From an optimization exercise on the open Yosys and OpenROAD flow, aimed at small area, a short achievable clock period and few clock cycles per item; shortcuts taken in it are not production practice. The RTL was checked by simulation tests, not by an equivalence proof against the original design. Power and IR drop assume default switching activity.

==> flow/design.v (excerpt) <==
module olivia_fec_decoder (
    input  wire        clk,
    input  wire        rst,
    input  wire        in_valid,
    output wire        in_ready,
    input  wire [3:0]  in_bps,
    input  wire [47:0] in_soft,
    output wire        out_valid,
    input  wire        out_ready,
    output wire [6:0]  out_char,
    output wire [2:0]  out_index,
    output wire [11:0] out_peak,
    output wire        out_last
);
For scale: about 10000 cells after synthesis, about 4300 flip-flops, roughly 81 I/O pins, about 130000 um^2 of cells after synthesis.
export LEC_CHECK = 0
export CAP_MARGIN = 40
export CORE_MARGIN = 2
export CORE_UTILIZATION = 50
export PLACE_DENSITY = 0.68
export SLEW_MARGIN = 20
create_clock -name core_clock -period 10.0 [get_ports {clk}]
standard.sh (not shown) runs the stock make flow with config.mk's settings and CLKGATE_MAP_FILE= SYNTH_SCRIPT=/design/flow/synth_recipe.tcl, a recipe that flattens the netlist after the stock synthesis.
==> flow/flow/run.sh <==
#!/bin/bash
# Standard layout with: buf_4 port buffers, no dummy clock loads, clock sink clusters of up to 28 sinks within 60 um,
# and timing repair aiming for 6.9 ns of setup slack.
set -euo pipefail
export BUFFER_PORTS_ARGS="-buffer_cell sky130_fd_sc_hd__buf_4"
export CTS_ARGS="-sink_clustering_enable -repair_clock_nets -dont_use_dummy_load -sink_clustering_size 28 -sink_clustering_max_diameter 60"
export SETUP_SLACK_MARGIN=6.9
bash standard.sh > standard.log 2>&1
Testbench counts at the start, summed over its fixed seeds: cycles 35,440, chars 1,720.
Change:
Settings changed: CAP_MARGIN 40 to 10, SLEW_MARGIN 20 to 10.
The new run finished with timing, DRC and antenna clean.
Worst hold slack got worse by 0.019 ns.
Synthesized area is unchanged.
Total power barely changes.
Routed wire length came out higher by about 0.8%.
Design area is about the same.
Register-to-register slack got worse by 0.05 ns.
Core utilization came out lower by 0.16 points.
Change:
Settings changed: CAP_MARGIN 10 to 40, CORE_UTILIZATION 50 to 35, PLACE_DENSITY 0.68 to 0.55, SLEW_MARGIN 10 to 20.
Outcome:
- via count hardly moves
- count of clock-buffer cells in the layout rose by 69
- power rose by about 4.6%
- worst setup slack got worse by 0.025 ns
- final area rose by 3.3%
- sequential share of layout area fell by 2.0 points
- synthesized cell count is unchanged
- routed wire length rose by 4.6%
- final cell count rose by 11%
- register-to-register slack stays flat
- flip-flop and latch count stays the same
Change:
Settings changed: CAP_MARGIN 40 to 10, CORE_UTILIZATION 35 to 55, PLACE_DENSITY 0.55 to 0.75, SLEW_MARGIN 20 to 10.
After rerunning: The changed run finished with timing, DRC and antenna clean; die area is lower by well over a third; utilization is higher by 21 points; total power is lower by a few percent; via count is higher slightly; area after synthesis does not change; final cell count is lower by roughly a tenth; global-route usage is higher by 7.6 points; hold slack gains 0.040 ns; sequential share of layout area is higher by 2.0 points.
Change:
Settings changed: CORE_UTILIZATION 55 to 45, PLACE_DENSITY 0.75 to 0.65.
Sequential share of layout area goes down by 0.44 points.
Maximum frequency came out higher by 1.5%.
Register-to-register slack degrades by 0.05 ns.
Setup slack improves by 0.052 ns.
Clock-buffer cell count rose by 10.
Flip-flop and latch count is unchanged.
Routed wire length goes down by 2.4%.
Change:
Settings changed: CAP_MARGIN 10 to 40, CORE_UTILIZATION 45 to 55, PLACE_DENSITY 0.65 to 0.75, SLEW_MARGIN 10 to 20.
Outcome: The changed run passed the timing, design-rule and antenna checks. Die area came out lower by 18%. Wire length came out higher by 2.3%. Power came out lower by 1.3%. Worst hold slack improves by 0.0088 ns. Clock power came out lower by 2.6%. Synthesized cell count stays the same.

* * *

olivia_fec_decoder, a different RTL version from the one above (not shown whole).
Size in the first run: about 10000 cells after synthesis.
Settings: LEC_CHECK=0, CAP_MARGIN=40, CORE_MARGIN=2, CORE_UTILIZATION=35, PLACE_DENSITY=0.55, SLEW_MARGIN=20; clock period 10.0 ns.
Scripts as last shown in full above: flow/flow/run.sh
The starting point ran to the end with no violations.
Testbench counts at the start, summed over its fixed seeds: cycles 35,472, chars 1,720.
Rerun with:
==> flow/flow/run.sh (replaced) <==
#!/bin/bash
# Standard layout with: buf_4 port buffers, no dummy clock loads, clock sink clusters of up to 32 sinks within 64 um,
# and timing repair aiming for 6.8 ns of setup slack.
set -euo pipefail
export BUFFER_PORTS_ARGS="-buffer_cell sky130_fd_sc_hd__buf_4"
export CTS_ARGS="-sink_clustering_enable -repair_clock_nets -dont_use_dummy_load -sink_clustering_size 32 -sink_clustering_max_diameter 64"
export SETUP_SLACK_MARGIN=6.8
bash standard.sh > standard.log 2>&1
Effect: The changed run produced a clean layout; total power decreases by 3.1%; worst setup slack degrades by 73 ps; cell area came out lower by 1.4%; combinational power is lower by about 2%; first-iteration DRC count came out lower by 5.9%; via count falls by 0.88%; non-clock buffer count falls by 30; critical path depth does not change; sequential power is about the same; clock skew shrinks by 24 ps; fmax came out lower by 2.1%.
Rerun with:
==> flow/flow/run.sh (replaced) <==
#!/bin/bash
# Standard layout with: buf_4 port buffers, no dummy clock loads, clock sink clusters of up to 32 sinks within 64 um,
# and timing repair aiming for 6.9 ns of setup slack.
set -euo pipefail
export BUFFER_PORTS_ARGS="-buffer_cell sky130_fd_sc_hd__buf_4"
export CTS_ARGS="-sink_clustering_enable -repair_clock_nets -dont_use_dummy_load -sink_clustering_size 32 -sink_clustering_max_diameter 64"
export SETUP_SLACK_MARGIN=6.9
bash standard.sh > standard.log 2>&1
=> Sequential share of layout area drops by 0.34 points; clock power climbs by about 1%; final cell count hardly moves.
Rerun with:
==> flow/flow/run.sh (replaced) <==
#!/bin/bash
# Standard layout with: buf_4 port buffers, no dummy clock loads, clock sink clusters of up to 28 sinks within 60 um,
# and timing repair aiming for 6.8 ns of setup slack.
set -euo pipefail
export BUFFER_PORTS_ARGS="-buffer_cell sky130_fd_sc_hd__buf_4"
export CTS_ARGS="-sink_clustering_enable -repair_clock_nets -dont_use_dummy_load -sink_clustering_size 28 -sink_clustering_max_diameter 60"
export SETUP_SLACK_MARGIN=6.8
bash standard.sh > standard.log 2>&1
--- a/flow/config.mk
+++ b/flow/config.mk
@@ -8,5 +8,5 @@
 export CAP_MARGIN = 40
 export CORE_MARGIN = 2
-export CORE_UTILIZATION = 35
-export PLACE_DENSITY = 0.55
+export CORE_UTILIZATION = 45
+export PLACE_DENSITY = 0.65
 export SLEW_MARGIN = 20
After rerunning: Combinational power decreases by about 3%; synthesized cell count stays the same; final area goes down by 1.4%; routed wire length falls by 3.7%; register-to-register slack degrades by 70 ps; clock-buffer cell count rose by 9; sequential power barely changes.

* * *

olivia_fec_decoder with an RTL version that a note above also has.
Size: roughly 10,000 cells after synthesis, about 4,300 flip-flops, roughly 81 I/O pins, about 0.13 mm^2 of cells after synthesis.
clock: 10.0 ns
lec_check: 0
cap_margin: 40
core_margin: 2
core_utilization: 45
place_density: 0.65
slew_margin: 20
==> flow/flow/run.sh <==
#!/bin/bash
# Standard layout with: buf_4 port buffers, no dummy clock loads, clock sink clusters of up to 28 sinks within 60 um,
# and timing repair aiming for 6.9 ns of setup slack.
set -euo pipefail
export BUFFER_PORTS_ARGS="-buffer_cell sky130_fd_sc_hd__buf_4"
export CTS_ARGS="-sink_clustering_enable -repair_clock_nets -dont_use_dummy_load -sink_clustering_size 28 -sink_clustering_max_diameter 60"
export SETUP_SLACK_MARGIN=6.9
bash standard.sh > standard.log 2>&1
The baseline went through all stages and came out clean.
Testbench counts at the start, summed over its fixed seeds: cycles 35,440, chars 1,720.
==> next run, changes <==
CAP_MARGIN = 10   (was 40)
CORE_UTILIZATION = 35   (was 45)
PLACE_DENSITY = 0.55   (was 0.65)
SLEW_MARGIN = 10   (was 20)
Sequential share of layout area went down by 1.2 points.
Register-to-register slack gains 0.05 ns.
Sequential power hardly moves.
Hold slack loses 0.060 ns.
Flip-flop and latch count stays the same.
Clock power went up by about 10%.
Total power went up by 2.9%.

* * *

olivia_fec_decoder, a different RTL version from the one above (not shown whole).
For scale: roughly 9700 cells after synthesis, roughly 4100 flip-flops, roughly 81 I/O pins, roughly 120000 sq um of cells after synthesis.
Settings: LEC_CHECK=0, CAP_MARGIN=10, CORE_MARGIN=2, CORE_UTILIZATION=50, PLACE_DENSITY=0.68, SLEW_MARGIN=10; clock period 10.0 ns.
==> flow/flow/run.sh <==
#!/bin/bash
# Standard layout with: buf_4 port buffers, no dummy clock loads, clock sink clusters of up to 28 sinks within 60 um,
# and timing repair aiming for 7.0 ns of setup slack.
set -euo pipefail
export BUFFER_PORTS_ARGS="-buffer_cell sky130_fd_sc_hd__buf_4"
export CTS_ARGS="-sink_clustering_enable -repair_clock_nets -dont_use_dummy_load -sink_clustering_size 28 -sink_clustering_max_diameter 60"
export SETUP_SLACK_MARGIN=7.0
bash standard.sh > standard.log 2>&1
The starting point ran to the end with no violations.
Testbench counts at the start, summed over its fixed seeds: cycles 35,432, chars 1,720.
Edit:
==> flow/flow/run.sh (replaced) <==
#!/bin/bash
# Standard layout with: buf_4 port buffers, no dummy clock loads, clock sink clusters of up to 32 sinks within 60 um,
# and timing repair aiming for 6.9 ns of setup slack.
set -euo pipefail
export BUFFER_PORTS_ARGS="-buffer_cell sky130_fd_sc_hd__buf_4"
export CTS_ARGS="-sink_clustering_enable -repair_clock_nets -dont_use_dummy_load -sink_clustering_size 32 -sink_clustering_max_diameter 60"
export SETUP_SLACK_MARGIN=6.9
bash standard.sh > standard.log 2>&1
What happened: The changed run produced a clean layout. Clock power goes down by 3.3%. Worst setup slack degrades by 0.075 ns. Die area does not change. Utilization goes down by 0.56 points. Hold slack degrades by 0.034 ns. Final area goes down by about 1%.
Edit:
==> flow/flow/run.sh (replaced) <==
#!/bin/bash
# Standard layout with: buf_4 port buffers, no dummy clock loads, clock sink clusters of up to 28 sinks within 60 um,
# and timing repair aiming for 6.9 ns of setup slack.
set -euo pipefail
export BUFFER_PORTS_ARGS="-buffer_cell sky130_fd_sc_hd__buf_4"
export CTS_ARGS="-sink_clustering_enable -repair_clock_nets -dont_use_dummy_load -sink_clustering_size 28 -sink_clustering_max_diameter 60"
export SETUP_SLACK_MARGIN=6.9
bash standard.sh > standard.log 2>&1
CORE_UTILIZATION = 55   (was 50)
PLACE_DENSITY = 0.72   (was 0.68)
What happened:
- first-iteration DRC count climbs by 13%
- flip-flop and latch count stays the same
- die area shrinks by 9.0%
- design area is higher by 0.50%
- via count rose by 0.62%
- synthesized area does not change

* * *

== v31 ==
Starting RTL as in the previous note.
==> flow/config.mk <==
export PLATFORM = sky130hd
export DESIGN_NAME = olivia_fec_decoder
export DESIGN_NICKNAME = olivia_fec_decoder
export VERILOG_FILES = /design/flow/design.v
export SDC_FILE = /design/flow/constraint.sdc
export NUM_CORES = 8
export LEC_CHECK = 0
export CAP_MARGIN = 10
export CORE_MARGIN = 2
export CORE_UTILIZATION = 45
export PLACE_DENSITY = 0.62
export SLEW_MARGIN = 10
==> flow/constraint.sdc <==
create_clock -name core_clock -period 10.0 [get_ports {clk}]
set_input_delay 2.0000 -clock core_clock [delete_from_list [all_inputs] [get_ports {clk}]]
set_output_delay 2.0000 -clock core_clock [all_outputs]
set_load 0.01 [all_outputs]
==> flow/flow/run.sh <==
#!/bin/bash
# Standard layout with: buf_4 port buffers, no dummy clock loads, clock sink clusters of up to 28 sinks within 60 um,
# and timing repair aiming for 6.9 ns of setup slack.
set -euo pipefail
export BUFFER_PORTS_ARGS="-buffer_cell sky130_fd_sc_hd__buf_4"
export CTS_ARGS="-sink_clustering_enable -repair_clock_nets -dont_use_dummy_load -sink_clustering_size 28 -sink_clustering_max_diameter 60"
export SETUP_SLACK_MARGIN=6.9
bash standard.sh > standard.log 2>&1
Having completed the whole flow, v31 delivered a layout that passed the timing, design-rule and antenna checks.
Testbench counts of v31, summed over its fixed seeds: cycles 35,432, chars 1,720.
Modified inputs, v21 compared to v31
Settings: changing PLACE_DENSITY from 0.62 to 0.68; changing CORE_UTILIZATION from 45 to 50.
Findings:
| wire length of the first global-routing pass | higher: v31 |. v31 vs v21, critical path's slowest cell: sky130_fd_sc_hd__dfxtp_4 vs sky130_fd_sc_hd__dfxtp_2. | sequential cell area in the final layout | v31 vs v21 | ≈ equal |. v21 reports a higher hold slack than v31 does. Summary of v21 over v31: sum of met3 wire segment lengths after detailed routing increased 4.2%, overall fraction of global-route tracks in use increased 1.4 points.
[inputs] v4 vs v21
==> flow/flow/run.sh <==
#!/bin/bash
# Standard layout with: buf_4 port buffers, no dummy clock loads, clock sink clusters of up to 28 sinks within 60 um,
# and timing repair aiming for 6.8 ns of setup slack.
set -euo pipefail
export BUFFER_PORTS_ARGS="-buffer_cell sky130_fd_sc_hd__buf_4"
export CTS_ARGS="-sink_clustering_enable -repair_clock_nets -dont_use_dummy_load -sink_clustering_size 28 -sink_clustering_max_diameter 60"
export SETUP_SLACK_MARGIN=6.8
bash standard.sh > standard.log 2>&1
### Flow results
v21 → v4: met2 demand-to-capacity share in global routing went up; total power went down; total number of placement rows did not really move.
v21 has a lower time the final worst path needs with I/O delays and setup than v4.
Relative to v4, the following input files were edited for v6:
==> flow/flow/run.sh <==
#!/bin/bash
# Standard layout with: buf_4 port buffers, clkbuf_16 and clkbuf_8 clock
# buffers, no dummy clock loads, clock sink clusters of up to 28 sinks within
# 60 um, and timing repair aiming for 6.9 ns of setup slack.
set -euo pipefail
export BUFFER_PORTS_ARGS="-buffer_cell sky130_fd_sc_hd__buf_4"
export CTS_ARGS="-sink_clustering_enable -repair_clock_nets -dont_use_dummy_load -buf_list {sky130_fd_sc_hd__clkbuf_16 sky130_fd_sc_hd__clkbuf_8} -sink_clustering_size 28 -sink_clustering_max_diameter 60"
export SETUP_SLACK_MARGIN=6.9
bash standard.sh > standard.log 2>&1
==> comparison <==
v6 finished end to end and its layout was clean on timing, DRC and antenna.
Of v6 and v4, the lower non-clock buffer instance count of the final layout belongs to v4.
v6 ends up with a clock period minus final worst setup slack that is 0.034 ns lower than in v4.
Setup slack of the critical path after layout ended up 0.034 ns higher on v6 than on v4.
Wire length shrinks slightly when moving from v4 to v6.
Via count essentially unchanged between v4 and v6.
v6 has design area above what v4 had.
Summary: achievable frequency, v6 better than v4

* * *

olivia_fec_decoder with an RTL version that a note above also has.
Size in the first run: roughly 4,400 flip-flops, ~81 I/O pins, roughly 130,000 sq um of cells after synthesis.
clock: 10.0 ns
lec_check: 0
cap_margin: 40
core_margin: 2
core_utilization: 35
place_density: 0.55
slew_margin: 20
==> flow/flow/run.sh <==
#!/bin/bash
# Standard layout with: buf_4 port buffers, no dummy clock loads, clock sink clusters of up to 24 sinks within 60 um,
# and timing repair aiming for 6.8 ns of setup slack.
set -euo pipefail
export BUFFER_PORTS_ARGS="-buffer_cell sky130_fd_sc_hd__buf_4"
export CTS_ARGS="-sink_clustering_enable -repair_clock_nets -dont_use_dummy_load -sink_clustering_size 24 -sink_clustering_max_diameter 60"
export SETUP_SLACK_MARGIN=6.8
bash standard.sh > standard.log 2>&1
The baseline completed without violations.
Testbench counts at the start, summed over its fixed seeds: cycles 35,472, chars 1,720.
Rerun with:
==> flow/flow/run.sh (replaced) <==
#!/bin/bash
# Standard layout with: buf_4 port buffers, no dummy clock loads, clock sink clusters of up to 28 sinks within 60 um,
# and timing repair aiming for 6.8 ns of setup slack.
set -euo pipefail
export BUFFER_PORTS_ARGS="-buffer_cell sky130_fd_sc_hd__buf_4"
export CTS_ARGS="-sink_clustering_enable -repair_clock_nets -dont_use_dummy_load -sink_clustering_size 28 -sink_clustering_max_diameter 60"
export SETUP_SLACK_MARGIN=6.8
bash standard.sh > standard.log 2>&1
Result: The new run finished with timing, DRC and antenna clean. Count of clock-buffer cells in the layout shrinks by 14. Non-clock buffer count shrinks by 2. Combinational power is about the same. Final cell count barely changes. Routed wire length barely changes. Synthesized cell count stays the same. Worst setup slack is worse by 0.013 ns.

## separate check: timing with driven ports
Ports are ideal in the flow. The routed layouts listed here were re-timed in OpenROAD.
Step 1 assumes that a clkbuf_16 drives the clock port and a buf_2 every other input.
Step 2 adds t to the input delays and takes it off the output delays; t is the mean of the earliest and latest rising clock arrival at the registers after step 1. Input paths then give back, and output paths get back, about the clock's delay inside the block.
Three values: ideal, step 1, step 2; two values: the first two.
run | shift t [ns] | slack for setup (ns) | latest minus earliest clock arrival (ns) | worst slew at a driven data input, ns
the first run of note 1 | 0.951 | 6.663 / 6.561 / 6.111 | 0.183 / 0.183 | 0.10
the second run of note 1 | 0.939 | 6.665 / 6.573 / 6.030 | 0.175 / 0.176 | 0.10
the third run of note 1 | 0.943 | 6.639 / 6.545 / 5.995 | 0.135 / 0.135 | 0.21
the fourth run of note 1 | 0.947 | 6.618 / 6.524 / 6.027 | 0.194 / 0.194 | 0.11
the fifth run of note 1 | 0.966 | 6.670 / 6.573 / 6.020 | 0.197 / 0.197 | 0.20
the sixth run of note 1 | 0.932 | 6.634 / 6.543 / 6.096 | 0.185 / 0.185 | 0.11
the first run of note 2 | 0.933 | 6.635 / 6.540 / 5.937 | 0.178 / 0.177 | 0.18
the second run of note 2 | 0.975 | 6.562 / 6.460 / 5.879 | 0.170 / 0.170 | 0.16
the third run of note 2 | 0.944 | 6.584 / 6.489 / 5.960 | 0.220 / 0.220 | 0.16
the fourth run of note 2 | 0.945 | 6.561 / 6.470 / 6.026 | 0.159 / 0.158 | 0.06
the first run of note 3 | 0.963 | 6.636 / 6.538 / 6.048 | 0.175 / 0.175 | 0.21
the second run of note 3 | 0.942 | 6.655 / 6.561 / 6.106 | 0.157 / 0.157 | 0.22
the first run of note 4 | 0.911 | 6.708 / 6.619 / 6.153 | 0.124 / 0.123 | 0.20
the second run of note 4 | 0.921 | 6.633 / 6.540 / 5.965 | 0.178 / 0.177 | 0.19
the third run of note 4 | 0.907 | 6.654 / 6.567 / 6.048 | 0.137 / 0.137 | 0.11
v31 | 0.941 | 6.660 / 6.566 / 6.056 | 0.131 / 0.131 | 0.24
v21 | 0.924 | 6.691 / 6.598 / 5.986 | 0.172 / 0.172 | 0.20
v4 | 0.917 | 6.657 / 6.567 / 5.947 | 0.166 / 0.166 | 0.12
v6 | 0.924 | 6.691 / 6.598 / 5.986 | 0.172 / 0.172 | 0.20
the first run of note 6 | 0.946 | 6.607 / 6.509 / 5.845 | 0.151 / 0.150 | 0.16
the second run of note 6 | 0.946 | 6.595 / 6.497 / 5.934 | 0.138 / 0.137 | 0.16
After both steps every run listed still meets setup and hold. For the first run of note 6, which loses most, drivers alone change the setup slack by -0.098 ns; drivers and shift together by -0.762 ns.
